This design comes from an exercise in tuning for a short achievable clock period and few clock cycles on the open sky130 flow, not from production work.
At most, simulation tests tie the RTL to the original design; equivalence was not proved.
No activity file was given, so power comes from the tool's default toggle rates.

==> run H <==
==> flow/design.v <==
module edge_detector (
    input             clk,
    input             rst,
    input             smp_valid,
    input      [15:0] smp_data,
    input             smp_err,
    input             arm,
    output reg        arm_ack,
    input      [2:0]  rd_field,
    output reg [21:0] rd_data,
    input      [6:0]  eb_addr,
    output     [7:0]  eb_data,
    output reg        sync_out,
    output            irq,
    output            fatal,
    output     [1:0]  fatal_reason
);
    localparam integer H = 16;
    localparam integer C = 64;
    localparam [2:0] M_IDLE      = 3'd0;
    localparam [2:0] M_ARMED     = 3'd1;
    localparam [2:0] M_RUNNING   = 3'd2;
    localparam [2:0] M_SUSPENDED = 3'd3;
    localparam [2:0] M_FATAL     = 3'd4;
    localparam [1:0] R_SYNC_LOSS = 2'd1;
    localparam [1:0] R_DMA_ERROR = 2'd2;
    localparam [1:0] R_OVERRUN   = 2'd3;
    localparam [1:0] E_RUN      = 2'd0;
    localparam [1:0] E_THROTTLE = 2'd1;
    localparam [1:0] E_SYNC     = 2'd2;
    reg [7:0]  eb [0:C-1];         
    reg [2:0]  mode;
    reg        irq_en;
    reg        ht, tc, err;
    reg [4:0]  wr_ptr;
    reg [1:0]  fatal_reason_q;
    reg [21:0] fatal_ctx;
    reg [3:0]  last_value;
    reg [15:0] last_duration;
    reg [6:0]  bytes;
    reg        cur_half;
    reg [3:0]  enc_ref;            
    reg [15:0] enc_dur;            
    reg [6:0]  enc_bytes;          
    reg [1:0]  enc_stop;           
    reg [20:0] enc_ctx;            
    wire        dma_on    = (mode == M_ARMED) || (mode == M_RUNNING) || (mode == M_SUSPENDED);
    wire        smp_take  = smp_valid && dma_on;
    wire        err_take  = smp_err && dma_on;
    wire        set_ht    = smp_take && (wr_ptr == H - 1);
    wire        set_tc    = smp_take && (wr_ptr == 2 * H - 1);
    wire        seq_mode  = (mode == M_ARMED) || (mode == M_RUNNING);
    wire        arm_take  = arm && (mode != M_FATAL);
    wire        dispatch  = !arm_take && seq_mode && irq_en && (err || ht || tc);
    wire [19:0] venc      = {enc_dur, enc_ref};
    wire        len_gt1   = (venc[19:7]  != 13'd0);
    wire        len_gt2   = (venc[19:14] != 6'd0);
    wire [7:0]  rec_b0    = {len_gt1, venc[6:0]};
    wire [7:0]  rec_b1    = {len_gt2, venc[13:7]};
    wire [7:0]  rec_b2    = {2'b00, venc[19:14]};
    wire [6:0]  enc_bytes_rec = enc_bytes + {5'd0, len_gt2, !len_gt2 && len_gt1} + 7'd1;
    wire        enc_go    = smp_take && (enc_stop == E_RUN);
    wire        is_edge   = (smp_data[3:0] != enc_ref);
    wire        is_bad    = (smp_data[15:5] != 11'd0);
    wire        no_room   = (enc_bytes > C - 10);
    wire [1:0]  seq_state = {fatal_reason_q == R_OVERRUN, fatal_reason_q[0]};
    assign irq          = irq_en && (ht || tc || err);
    assign fatal        = (mode == M_FATAL);
    assign fatal_reason = fatal_reason_q;
    wire [3:0] rd_s0;
    edge_detector_dec4 u_rd_dec0 (.a(eb_addr[1:0]), .y(rd_s0));
    wire [3:0] rd_s1;
    edge_detector_dec4 u_rd_dec1 (.a(eb_addr[3:2]), .y(rd_s1));
    wire [3:0] rd_s2;
    edge_detector_dec4 u_rd_dec2 (.a(eb_addr[5:4]), .y(rd_s2));
    genvar rb, ri;
    generate
        for (rb = 0; rb < 8; rb = rb + 1) begin : g_rd_bit
            wire [63:0] l0;
            for (ri = 0; ri < 64; ri = ri + 1) begin : g_l0
                assign l0[ri] = eb[ri][rb];
            end
            wire [15:0] l1;
            for (ri = 0; ri < 16; ri = ri + 1) begin : g_l1
                edge_detector_sel4 u_sel (.s(rd_s0), .d(l0[4*ri +: 4]), .y(l1[ri]));
            end
            wire [3:0] l2;
            for (ri = 0; ri < 4; ri = ri + 1) begin : g_l2
                edge_detector_sel4 u_sel (.s(rd_s1), .d(l1[4*ri +: 4]), .y(l2[ri]));
            end
            wire [0:0] l3;
            for (ri = 0; ri < 1; ri = ri + 1) begin : g_l3
                edge_detector_sel4 u_sel (.s(rd_s2), .d(l2[4*ri +: 4]), .y(l3[ri]));
            end
            assign eb_data[rb] = l3[0];
        end
    endgenerate
    always @(*) begin
        case (rd_field)
            3'd0:    rd_data = {9'd0, sync_out, cur_half, seq_state, err, tc, ht,
                                irq_en, fatal_reason_q, mode};
            3'd1:    rd_data = {15'd0, bytes};
            3'd2:    rd_data = {18'd0, last_value};
            3'd3:    rd_data = {6'd0, last_duration};
            3'd4:    rd_data = fatal_ctx;
            default: rd_data = 22'd0;
        endcase
    end
    genvar a;
    generate
        for (a = 0; a < C; a = a + 1) begin : g_eb
            always @(posedge clk) begin
                if (smp_take) begin
                    if (enc_bytes[5:0] == a)
                        eb[a] <= rec_b0;
                    else if (a >= 1 && enc_bytes[5:0] == a - 1)
                        eb[a] <= rec_b1;
                    else if (a >= 2 && enc_bytes[5:0] == a - 2)
                        eb[a] <= rec_b2;
                end
            end
        end
    endgenerate
    always @(posedge clk) begin
        if (rst) begin
            mode           <= M_IDLE;
            irq_en         <= 1'b0;
            ht             <= 1'b0;
            tc             <= 1'b0;
            err            <= 1'b0;
            wr_ptr         <= 5'd0;
            sync_out       <= 1'b0;
            fatal_reason_q <= 2'd0;
            fatal_ctx      <= 22'd0;
            last_value     <= 4'd0;
            last_duration  <= 16'd0;
            bytes          <= 7'd0;
            cur_half       <= 1'b0;
            arm_ack        <= 1'b0;
            enc_ref        <= 4'd0;
            enc_dur        <= 16'd0;
            enc_bytes      <= 7'd0;
            enc_stop       <= E_RUN;
            enc_ctx        <= 21'd0;
        end else begin
            arm_ack <= 1'b0;
            if (smp_take) begin
                sync_out <= ~sync_out;
                wr_ptr   <= wr_ptr + 5'd1;
                if (set_ht) ht <= 1'b1;
                if (set_tc) tc <= 1'b1;
            end
            if (err_take)
                err <= 1'b1;
            if (enc_go) begin
                if (!is_edge) begin
                    enc_dur <= enc_dur + 16'd1;
                end else if (is_bad) begin
                    enc_stop <= E_SYNC;
                    enc_ctx  <= {smp_data, 1'b0, wr_ptr[3:0]};
                end else if (no_room) begin
                    enc_stop <= E_THROTTLE;
                end else begin
                    enc_bytes <= enc_bytes_rec;
                    enc_ref   <= smp_data[3:0];
                    enc_dur   <= 16'd0;
                end
            end
            if (arm_take) begin
                arm_ack       <= 1'b1;
                wr_ptr        <= 5'd0;
                ht            <= 1'b0;
                tc            <= 1'b0;
                err           <= 1'b0;
                bytes         <= 7'd0;
                last_duration <= 16'd0;
                mode          <= M_ARMED;
                irq_en        <= 1'b1;
                enc_ref       <= last_value;
                enc_dur       <= 16'd0;
                enc_bytes     <= 7'd0;
                enc_stop      <= E_RUN;
            end else if (dispatch) begin
                if (err) begin
                    mode           <= M_FATAL;
                    fatal_reason_q <= R_DMA_ERROR;
                    fatal_ctx      <= 22'd0;
                end else begin
                    cur_half   <= !ht;
                    bytes      <= enc_bytes;
                    last_value <= enc_ref;
                    case (enc_stop)
                        E_SYNC: begin
                            mode           <= M_FATAL;
                            fatal_reason_q <= R_SYNC_LOSS;
                            fatal_ctx      <= {enc_ctx, !ht};
                        end
                        E_THROTTLE: begin
                            last_duration <= enc_dur;
                            irq_en        <= 1'b0;
                            mode          <= M_SUSPENDED;
                        end
                        default: begin
                            last_duration <= enc_dur;
                            if (ht) begin
                                if (!set_ht) ht <= 1'b0;
                            end else begin
                                if (!set_tc) tc <= 1'b0;
                            end
                            if (ht ? tc : 1'b0) begin
                                mode           <= M_FATAL;
                                fatal_reason_q <= R_OVERRUN;
                                fatal_ctx      <= {21'd0, !ht};
                            end else begin
                                mode <= M_RUNNING;
                            end
                        end
                    endcase
                end
            end
        end
    end
endmodule
module edge_detector_dec4 (
    input  [1:0] a,
    output [3:0] y
);
    assign y = 4'd1 << a;
endmodule
module edge_detector_sel4 (
    input  [3:0] s,
    input  [3:0] d,
    output       y
);
    assign y = |(s & d);
endmodule
==> flow/run.sh <==
#!/bin/bash
# synth_recipe.tcl (not shown) runs the flow's synth.tcl, then flattens the netlist and writes it again
# the make line also repeats each setting of config.mk as NAME=value (left out here)
make -C /OpenROAD-flow-scripts/flow DESIGN_CONFIG=/design/flow/config.mk WORK_HOME=/design/flow/orfs CLKGATE_MAP_FILE= SYNTH_SCRIPT=/design/flow/synth_recipe.tcl finish
==> flow/config.mk <==
export PLATFORM = sky130hd
export DESIGN_NAME = edge_detector
export DESIGN_NICKNAME = edge_detector
export VERILOG_FILES = /design/flow/design.v
export SDC_FILE = /design/flow/constraint.sdc
export NUM_CORES = 4
export LEC_CHECK = 0
export ABC_CLOCK_PERIOD_IN_PS = 3000
export CAP_MARGIN = 20
export CORE_MARGIN = 2
export CORE_UTILIZATION = 55
export SETUP_SLACK_MARGIN = 2.5
export SLEW_MARGIN = 20
export SYNTH_HIERARCHICAL = 1
==> flow/constraint.sdc <==
create_clock -name core_clock -period 6.0 [get_ports {clk}]
set_input_delay 1.2000 -clock core_clock [delete_from_list [all_inputs] [get_ports {clk}]]
set_output_delay 1.2000 -clock core_clock [all_outputs]
set_load 0.01 [all_outputs]
==> run F (differences from run H) <==
--- a/flow/design.v
+++ b/flow/design.v
@@ -69,30 +69,3 @@
     assign fatal_reason = fatal_reason_q;
-    wire [3:0] rd_s0;
-    edge_detector_dec4 u_rd_dec0 (.a(eb_addr[1:0]), .y(rd_s0));
-    wire [3:0] rd_s1;
-    edge_detector_dec4 u_rd_dec1 (.a(eb_addr[3:2]), .y(rd_s1));
-    wire [3:0] rd_s2;
-    edge_detector_dec4 u_rd_dec2 (.a(eb_addr[5:4]), .y(rd_s2));
-    genvar rb, ri;
-    generate
-        for (rb = 0; rb < 8; rb = rb + 1) begin : g_rd_bit
-            wire [63:0] l0;
-            for (ri = 0; ri < 64; ri = ri + 1) begin : g_l0
-                assign l0[ri] = eb[ri][rb];
-            end
-            wire [15:0] l1;
-            for (ri = 0; ri < 16; ri = ri + 1) begin : g_l1
-                edge_detector_sel4 u_sel (.s(rd_s0), .d(l0[4*ri +: 4]), .y(l1[ri]));
-            end
-            wire [3:0] l2;
-            for (ri = 0; ri < 4; ri = ri + 1) begin : g_l2
-                edge_detector_sel4 u_sel (.s(rd_s1), .d(l1[4*ri +: 4]), .y(l2[ri]));
-            end
-            wire [0:0] l3;
-            for (ri = 0; ri < 1; ri = ri + 1) begin : g_l3
-                edge_detector_sel4 u_sel (.s(rd_s2), .d(l2[4*ri +: 4]), .y(l3[ri]));
-            end
-            assign eb_data[rb] = l3[0];
-        end
-    endgenerate
+    assign eb_data      = eb[eb_addr[5:0]];
     always @(*) begin
@@ -223,14 +196 @@
 endmodule
-module edge_detector_dec4 (
-    input  [1:0] a,
-    output [3:0] y
-);
-    assign y = 4'd1 << a;
-endmodule
-module edge_detector_sel4 (
-    input  [3:0] s,
-    input  [3:0] d,
-    output       y
-);
-    assign y = |(s & d);
-endmodule
- ABC_CLOCK_PERIOD_IN_PS: 3000 -> unset
- CORE_UTILIZATION: 55 -> 40
- SETUP_SLACK_MARGIN: 2.5 -> unset
- SYNTH_HIERARCHICAL: 1 -> unset
==> run B (differences from run H) <==
==> flow/design.v, changed modules only <==
module edge_detector (
    input             clk,
    input             rst,
    input             smp_valid,
    input      [15:0] smp_data,
    input             smp_err,
    input             arm,
    output reg        arm_ack,
    input      [2:0]  rd_field,
    output reg [21:0] rd_data,
    input      [6:0]  eb_addr,
    output     [7:0]  eb_data,
    output reg        sync_out,
    output            irq,
    output            fatal,
    output     [1:0]  fatal_reason
);
    localparam integer H = 16;
    localparam integer C = 64;
    localparam [2:0] M_IDLE      = 3'd0;
    localparam [2:0] M_ARMED     = 3'd1;
    localparam [2:0] M_RUNNING   = 3'd2;
    localparam [2:0] M_SUSPENDED = 3'd3;
    localparam [2:0] M_FATAL     = 3'd4;
    localparam [1:0] R_SYNC_LOSS = 2'd1;
    localparam [1:0] R_DMA_ERROR = 2'd2;
    localparam [1:0] R_OVERRUN   = 2'd3;
    localparam [1:0] E_RUN      = 2'd0;
    localparam [1:0] E_THROTTLE = 2'd1;
    localparam [1:0] E_SYNC     = 2'd2;
    reg [7:0]  eb [0:C-1];         
    reg [2:0]  mode;
    reg        irq_en;
    reg        ht, tc, err;
    reg [4:0]  wr_ptr;
    reg [1:0]  fatal_reason_q;
    reg [21:0] fatal_ctx;
    reg [3:0]  last_value;
    reg [15:0] last_duration;
    reg [6:0]  bytes;
    reg        cur_half;
    reg [3:0]  enc_ref;            
    reg [15:0] enc_dur;            
    reg [6:0]  enc_bytes;          
    reg [1:0]  enc_mod3;           
    reg [1:0]  enc_stop;           
    reg [20:0] enc_ctx;            
    wire        dma_on    = (mode == M_ARMED) || (mode == M_RUNNING) || (mode == M_SUSPENDED);
    wire        smp_take  = smp_valid && dma_on;
    wire        err_take  = smp_err && dma_on;
    wire        set_ht    = smp_take && (wr_ptr == H - 1);
    wire        set_tc    = smp_take && (wr_ptr == 2 * H - 1);
    wire        seq_mode  = (mode == M_ARMED) || (mode == M_RUNNING);
    wire        arm_take  = arm && (mode != M_FATAL);
    wire        dispatch  = !arm_take && seq_mode && irq_en && (err || ht || tc);
    wire [19:0] venc      = {enc_dur, enc_ref};
    wire        len_gt1   = (venc[19:7]  != 13'd0);
    wire        len_gt2   = (venc[19:14] != 6'd0);
    wire [7:0]  rec_b0    = {len_gt1, venc[6:0]};
    wire [7:0]  rec_b1    = {len_gt2, venc[13:7]};
    wire [7:0]  rec_b2    = {2'b00, venc[19:14]};
    wire [6:0]  enc_bytes_rec = enc_bytes + {5'd0, len_gt2, !len_gt2 && len_gt1} + 7'd1;
    wire [1:0]  enc_mod3_rec  = len_gt2 ? enc_mod3 :
                                len_gt1 ? ((enc_mod3 == 2'd0) ? 2'd2 : enc_mod3 - 2'd1) :
                                          ((enc_mod3 == 2'd2) ? 2'd0 : enc_mod3 + 2'd1);
    wire        enc_go    = smp_take && (enc_stop == E_RUN);
    wire        is_edge   = (smp_data[3:0] != enc_ref);
    wire        is_bad    = (smp_data[15:5] != 11'd0);
    wire        no_room   = (enc_bytes > C - 10);
    wire [1:0]  seq_state = {fatal_reason_q == R_OVERRUN, fatal_reason_q[0]};
    assign irq          = irq_en && (ht || tc || err);
    assign fatal        = (mode == M_FATAL);
    assign fatal_reason = fatal_reason_q;
    genvar rb, ri;
    generate
        for (rb = 0; rb < 8; rb = rb + 1) begin : g_rd_bit
            wire [63:0] col;
            for (ri = 0; ri < 64; ri = ri + 1) begin : g_col
                assign col[ri] = eb[ri][rb];
            end
            edge_detector_rdbit u_bit (.a(eb_addr[5:0]), .d(col), .y(eb_data[rb]));
        end
    endgenerate
    always @(*) begin
        case (rd_field)
            3'd0:    rd_data = {9'd0, sync_out, cur_half, seq_state, err, tc, ht,
                                irq_en, fatal_reason_q, mode};
            3'd1:    rd_data = {15'd0, bytes};
            3'd2:    rd_data = {18'd0, last_value};
            3'd3:    rd_data = {6'd0, last_duration};
            3'd4:    rd_data = fatal_ctx;
            default: rd_data = 22'd0;
        endcase
    end
    wire [7:0] wr_bus [0:2];
    assign wr_bus[0] = (enc_mod3 == 2'd0) ? rec_b0 : (enc_mod3 == 2'd1) ? rec_b2 : rec_b1;
    assign wr_bus[1] = (enc_mod3 == 2'd0) ? rec_b1 : (enc_mod3 == 2'd1) ? rec_b0 : rec_b2;
    assign wr_bus[2] = (enc_mod3 == 2'd0) ? rec_b2 : (enc_mod3 == 2'd1) ? rec_b1 : rec_b0;
    genvar a;
    generate
        for (a = 0; a < C; a = a + 1) begin : g_eb
            wire we = (enc_bytes[5:0] == a) ||
                      (a >= 1 && enc_bytes[5:0] == a - 1) ||
                      (a >= 2 && enc_bytes[5:0] == a - 2);
            always @(posedge clk) begin
                if (smp_take && we)
                    eb[a] <= wr_bus[a % 3];
            end
        end
    endgenerate
    always @(posedge clk) begin
        if (rst) begin
            mode           <= M_IDLE;
            irq_en         <= 1'b0;
            ht             <= 1'b0;
            tc             <= 1'b0;
            err            <= 1'b0;
            wr_ptr         <= 5'd0;
            sync_out       <= 1'b0;
            fatal_reason_q <= 2'd0;
            fatal_ctx      <= 22'd0;
            last_value     <= 4'd0;
            last_duration  <= 16'd0;
            bytes          <= 7'd0;
            cur_half       <= 1'b0;
            arm_ack        <= 1'b0;
            enc_ref        <= 4'd0;
            enc_dur        <= 16'd0;
            enc_bytes      <= 7'd0;
            enc_mod3       <= 2'd0;
            enc_stop       <= E_RUN;
            enc_ctx        <= 21'd0;
        end else begin
            arm_ack <= 1'b0;
            if (smp_take) begin
                sync_out <= ~sync_out;
                wr_ptr   <= wr_ptr + 5'd1;
                if (set_ht) ht <= 1'b1;
                if (set_tc) tc <= 1'b1;
            end
            if (err_take)
                err <= 1'b1;
            if (enc_go) begin
                if (!is_edge) begin
                    enc_dur <= enc_dur + 16'd1;
                end else if (is_bad) begin
                    enc_stop <= E_SYNC;
                    enc_ctx  <= {smp_data, 1'b0, wr_ptr[3:0]};
                end else if (no_room) begin
                    enc_stop <= E_THROTTLE;
                end else begin
                    enc_bytes <= enc_bytes_rec;
                    enc_mod3  <= enc_mod3_rec;
                    enc_ref   <= smp_data[3:0];
                    enc_dur   <= 16'd0;
                end
            end
            if (arm_take) begin
                arm_ack       <= 1'b1;
                wr_ptr        <= 5'd0;
                ht            <= 1'b0;
                tc            <= 1'b0;
                err           <= 1'b0;
                bytes         <= 7'd0;
                last_duration <= 16'd0;
                mode          <= M_ARMED;
                irq_en        <= 1'b1;
                enc_ref       <= last_value;
                enc_dur       <= 16'd0;
                enc_bytes     <= 7'd0;
                enc_mod3      <= 2'd0;
                enc_stop      <= E_RUN;
            end else if (dispatch) begin
                if (err) begin
                    mode           <= M_FATAL;
                    fatal_reason_q <= R_DMA_ERROR;
                    fatal_ctx      <= 22'd0;
                end else begin
                    cur_half   <= !ht;
                    bytes      <= enc_bytes;
                    last_value <= enc_ref;
                    case (enc_stop)
                        E_SYNC: begin
                            mode           <= M_FATAL;
                            fatal_reason_q <= R_SYNC_LOSS;
                            fatal_ctx      <= {enc_ctx, !ht};
                        end
                        E_THROTTLE: begin
                            last_duration <= enc_dur;
                            irq_en        <= 1'b0;
                            mode          <= M_SUSPENDED;
                        end
                        default: begin
                            last_duration <= enc_dur;
                            if (ht) begin
                                if (!set_ht) ht <= 1'b0;
                            end else begin
                                if (!set_tc) tc <= 1'b0;
                            end
                            if (ht ? tc : 1'b0) begin
                                mode           <= M_FATAL;
                                fatal_reason_q <= R_OVERRUN;
                                fatal_ctx      <= {21'd0, !ht};
                            end else begin
                                mode <= M_RUNNING;
                            end
                        end
                    endcase
                end
            end
        end
    end
endmodule
module edge_detector_rdbit (
    input  [5:0]  a,
    input  [63:0] d,
    output        y
);
    wire [63:0] l0 = d;
    wire [7:0] s0;
    edge_detector_dec8 u_dec0 (.a(a[2:0]), .y(s0));
    wire [7:0] s1;
    edge_detector_dec8 u_dec1 (.a(a[5:3]), .y(s1));
    genvar i;
    generate
        wire [7:0] l1;
        for (i = 0; i < 8; i = i + 1) begin : g_l1
            edge_detector_sel8 u_sel (.s(s0), .d(l0[8*i +: 8]), .y(l1[i]));
        end
        wire [0:0] l2;
        for (i = 0; i < 1; i = i + 1) begin : g_l2
            edge_detector_sel8 u_sel (.s(s1), .d(l1[8*i +: 8]), .y(l2[i]));
        end
    endgenerate
    assign y = l2[0];
endmodule
module edge_detector_dec8 (
    input  [2:0] a,
    output [7:0] y
);
    assign y = 8'd1 << a;
endmodule
module edge_detector_sel8 (
    input  [7:0] s,
    input  [7:0] d,
    output       y
);
    assign y = |(s & d);
endmodule
// module edge_detector_dec4 removed
// module edge_detector_sel4 removed
==> results.json <==
{
  "multiInputGateArea_um2": 15800,
  "top_cells_by_area_in_the_synthesized_netlist": "sky130_fd_sc_hd__edfxtp_1, sky130_fd_sc_hd__nand2_1, sky130_fd_sc_hd__a22oi_1, sky130_fd_sc_hd__dfxtp_1, sky130_fd_sc_hd__a31oi_1",
  "route.top_layer_used": "met4",
  "status": "complete, no violations",
  "fin_util": 0.641,
  "grt_pass1_wl_um": 181000,
  "critical_path_depth": 8,
  "pwr-share-seq": 0.499,
  "sequential_cell_total": 626,
  "fin_nets": 3629
}
-- figures above: run H

==> results.json <==
{
  "initial_utilization": 0.403,
  "setup-violations-final": 2,
  "dp_hpwl_um": 131000,
  "pwr-share-seq": 0.477,
  "check-failures": "negative setup slack",
  "grt_pass1_wl_um": 254000,
  "fin_nets": 3805,
  "postLayoutSetupSlackWorst_ns": -0.0675,
  "pg_comb_mw": 0.371,
  "sequential_cell_total": 626,
  "grt_use_met3": 0.123,
  "fin_util": 0.468,
  "route.top_layer_used": "met5",
  "cp_max_fo": 14,
  "critical_path_depth": 11,
  "status": "complete, but fails checks",
  "min_delay_worst_endpoint": "bytes[5]",
  "multiInputGateArea_um2": 15100
}
-- figures above: run F

==> results.json <==
{
  "critical_path_class": "in2out",
  "number_of_vias_per_cell_after_detailed_routing": 6.79,
  "fin_nets": 2078,
  "critical_path_depth": 8,
  "sequential_cell_total": 628,
  "multiInputGateArea_um2": 8330,
  "pwr-share-seq": 0.523,
  "top_cells_by_area_in_the_synthesized_netlist": "sky130_fd_sc_hd__edfxtp_1, sky130_fd_sc_hd__a22oi_1, sky130_fd_sc_hd__dfxtp_1, sky130_fd_sc_hd__nor2_1, sky130_fd_sc_hd__mux2i_1",
  "yosysSeqAreaShare": 0.697,
  "post_synth_most_frequent_cells": "sky130_fd_sc_hd__edfxtp_1, sky130_fd_sc_hd__a22oi_1, sky130_fd_sc_hd__nor2_1",
  "fin_util": 0.678,
  "holdCritPathClass": "reg2reg",
  "status": "complete, no violations",
  "grt_pass1_wl_um": 125000,
  "path_cells": "buf_16 -> buf_16 -> and3b_2 -> a22oi_1 -> nand4_1 -> a22oi_2 -> nand4_1 -> buf_2",
  "route.top_layer_used": "met4"
}
-- figures above: run B

Testbench counts of run H, summed over its fixed seeds: cycles 20,128.
Testbench counts of run B, summed over its fixed seeds: cycles 20,128.
For run F, only the layout was checked, not whether the RTL still works.

static timing again, ports no longer ideal:
The flow's constraints put no driver on any port. The routed layouts listed below were extracted and timed again, unchanged, in two steps. Step 1, drivers: a clkbuf_16 drives clk and a buf_2 each remaining input, both assumed. Step 2 times the ports against the registers' clock, not the clock port: input delays grow and output delays shrink by t, the midpoint of the rising clock arrivals with the driver on. a / b / c = no drivers / after step 1 / after step 2; a / b = the first two.
run | t (ns) | setup WS [ns] | worst setup path after step 2 | worst data-port slew with drivers (ns)
run H | 0.679 | 1.723 / 1.676 / 1.676 | input to output | 0.06
run F | 0.726 | -0.068 / -0.090 / -0.090 | input to output | 0.06
run B | 0.694 | 2.112 / 1.749 / 1.749 | input to output | 0.44
The setup slack of run B, which loses most, moves by -0.363 ns with the drivers and by -0.363 ns with both steps.
